Context: an optimization exercise on an open-source flow, tuned for small area. The choices shown serve that exercise and are no tape-out recipe. Function was checked by simulation only, so behaviour that the tests miss may differ from the original. Power is estimated from default activity; no workload was simulated.

==> flow/design.v (excerpt) <==
module fanctl (
    input  wire        clk,
    input  wire        rst,           
    input  wire        bus_wr,
    input  wire [2:0]  bus_addr,
    input  wire [31:0] bus_wdata,
    output reg  [31:0] bus_rdata,
    input  wire [7:0]  ticks,
    output wire        act_req,
    output wire [2:0]  act_op,
    output wire [5:0]  act_pin,
    output wire        act_val,
    input  wire        act_ack,
    input  wire        act_ok,
    input  wire [31:0] act_rdata,
    output reg         tr_set_valid,
    output wire [5:0]  tr_set_pin,
    output wire        tr_set_val,
    output reg         tr_dec_valid,
    output wire [3:0]  tr_dec_op,
    output wire [31:0] tr_dec_t,
    output reg  [3:0]  tr_dec_outcome,
    output wire [6:0]  tr_dec_perc,
    output wire        tr_dec_sleep
);
    localparam [2:0] ST_IDLE = 3'd0, ST_BUSY = 3'd1, ST_DONE = 3'd2,
                     ST_STOPPED = 3'd3, ST_FAULT = 3'd4;
    localparam [3:0] OP_FIXED = 4'h1, OP_HYST = 4'h2, OP_THERMO = 4'h3,
                     OP_RPIN = 4'h4, OP_RTEMP = 4'h5, OP_PULSE = 4'h6,
                     OP_STOP = 4'h7;
    localparam [3:0] F_NONE = 4'd0, F_SENSOR = 4'd1, F_OPEN = 4'd2,
                     F_CFG = 4'd3, F_IO = 4'd4, F_USAGE = 4'd5;
    localparam [3:0] O_SKIP = 4'd0, O_NONE = 4'd1, O_ON = 4'd2, O_OFF = 4'd3,
                     O_SLEEP = 4'd4, O_WAKE = 4'd5, O_INC = 4'd6,
                     O_DEC = 4'd7, O_HOLD = 4'd8;
    localparam [3:0] S_OPEN  = 4'b0000,
                     S_CFG   = 4'b0001,
  ...
Settings: LEC_CHECK=0, ABC_AREA=1, CAP_MARGIN=20, CORE_MARGIN=2, CORE_UTILIZATION=50, CTS_BUF_LIST=sky130_fd_sc_hd__clkbuf_8, PLACE_DENSITY=0.6, SLEW_MARGIN=20; clock period 50.0 ns.
standard.sh (not shown) runs the stock make flow with config.mk's settings and CLKGATE_MAP_FILE= SYNTH_SCRIPT=/design/flow/synth_recipe.tcl, a recipe that flattens the netlist after the stock synthesis.
==> flow/flow/run.sh <==
#!/bin/bash
# Own layout flow: the standard flow (standard.sh) with these changes:
#  - synthesis skips the quick ABC pass inside Yosys's synth command (-noabc), so the
#    ripple-carry adders of the RTL reach extract_fa intact and map to full-adder cells
#    without extra inverters;
#  - the final ABC maps the synthesised logic with an area-oriented script
#    (flow/abc_area.script: a time-bounded &deepsyn, then three rounds of choice
#    computation and area mapping) in place of ORFS's abc_area.script; everything
#    else in synthesis is unchanged;
#  - the port buffers that placement inserts are the smallest buffer (buf_1), and
#    synthesis adds no buffers of its own between registers and ports (placement buffers
#    every port anyway);
#  - clock tree synthesis builds fewer, larger leaf clusters and adds no dummy loads.
# Each tool's output is kept in the ORFS logs under orfs/logs; standard.sh's own output
# goes to standard.log in this folder.
set -euo pipefail
W=$(pwd)
rm -rf "$W/scripts_own"
cp -r "$FLOW_HOME/scripts" "$W/scripts_own"
cp "$W/flow/abc_area.script" "$W/scripts_own/abc_area.script"
export SCRIPTS_DIR="$W/scripts_own"
export BUFFER_PORTS_ARGS="-buffer_cell sky130_fd_sc_hd__buf_1"
export SYNTH_INSBUF=0
export SYNTH_ARGS="-noabc"
# clock tree: clkbuf_8 clusters of up to 30 registers, no dummy balancing loads
export CTS_ARGS="-sink_clustering_enable -repair_clock_nets -dont_use_dummy_load -buf_list sky130_fd_sc_hd__clkbuf_8 -sink_clustering_size 30 -sink_clustering_max_diameter 150"
bash "$W/standard.sh" > "$W/standard.log" 2>&1
==> flow/flow/abc_area.script <==
strash
&get -n
&deepsyn -T 60
&nf -R 1000
&put
strash
&get -n
&st
&dch
&nf -R 1000
&put
strash
&get -n
&st
&dch
&nf -R 1000
&put
topo
Edit:
--- a/flow/design.v
+++ b/flow/design.v
@@ -282,16 +282,21 @@
     wire wstep = tk && !stop_now && !wdone;      
     wire a0   = (l_arg[6:0] == 7'd0);
     wire a100 = (l_arg[6:0] == 7'd100);
     wire p0   = (perc == 7'd0);
     wire pe_s = okk && s_setl && op_pulse && a100;
     wire pe   = (wfin && s_waitl) || pe_s;
     wire get_set = op_hyst ? ((wr[1] && !g) || (wr[2] && g)) : (g == sleep);
-    wire       evp100 = (ev_perc == 7'd100);
-    wire       evp0   = (ev_perc == 7'd0);
+    wire       p99    = (perc == 7'd99);
+    wire       p100   = (perc == 7'd100);
+    wire       p1     = (perc == 7'd1);
+    wire       ev_inc = (ev_out == O_INC);
+    wire       ev_dec = (ev_out == O_DEC);
+    wire       evp100 = (ev_inc && p99) || (p100 && !ev_dec);
+    wire       evp0   = (ev_dec && p1) || (p0 && !ev_inc);
     wire [3:0] th_next = (ev_sleep || evp100) ? S_GET : evp0 ? S_SETL : S_SETH;
     reg [3:0] g_lbl;
     always @(*) begin
         case (seq)
             S_OPEN:  g_lbl = op_rpin ? S_GET : S_CFG;
             S_CFG:   g_lbl = op_fixed ? ((a0 || a100) ? S_SETV : S_SETH) :
                              op_pulse ? (a0 ? S_SETL : S_SETH) :
Effect: The changed run finished with timing, DRC and antenna clean. Setup slack improves by 1.5 ns. Clock power came out higher by 3.3%. Routed wire length came out higher by 1.4%. Cell count stays flat. Cell area came out higher by 0.51%. Global-route usage came out higher by 0.32 points. Critical path depth came out lower by 7. First-iteration DRC count came out lower by 10%. Clock skew came out higher by 0.012 ns. Non-clock buffer count came out higher by 4. Sequential share of layout area came out lower by 0.15 points. Sequential cell count is unchanged. Register-to-register slack improves by 1.5 ns. Synthesized area hardly moves.

## port drivers added, routing unchanged
How much do the figures lean on ideal ports? The routed layouts below were timed once more, with nothing changed but the port constraints. Step 1 sets driving cells, clkbuf_16 on the clock port and buf_2 on the other inputs (assumed; they add their load-dependent delay and slew). Step 2 times the ports against the registers' clock, not the clock port: input delays grow and output delays shrink by t, the midpoint of the rising clock arrivals with the driver on. a / b / c = ideal ports / drivers / drivers and shift; a / b = the first two.
| run | shift t [ns] | setup slack, ns | slew at the worst register clock pin (ns) | worst data-port slew with drivers (ns) | pins driven straight from the clock port |
|---|---|---|---|---|---|
| the first run | 0.489 | 24.960 / 24.983 / 24.494 | 0.08 / 0.08 | 0.04 | 1 |
| the second run | 0.508 | 26.463 / 26.481 / 25.973 | 0.10 / 0.10 | 0.05 | 1 |
After both steps setup and hold are still met in every run listed. The setup slack of the second run, which loses most, moves by +0.018 ns with the drivers and by -0.490 ns with both steps.
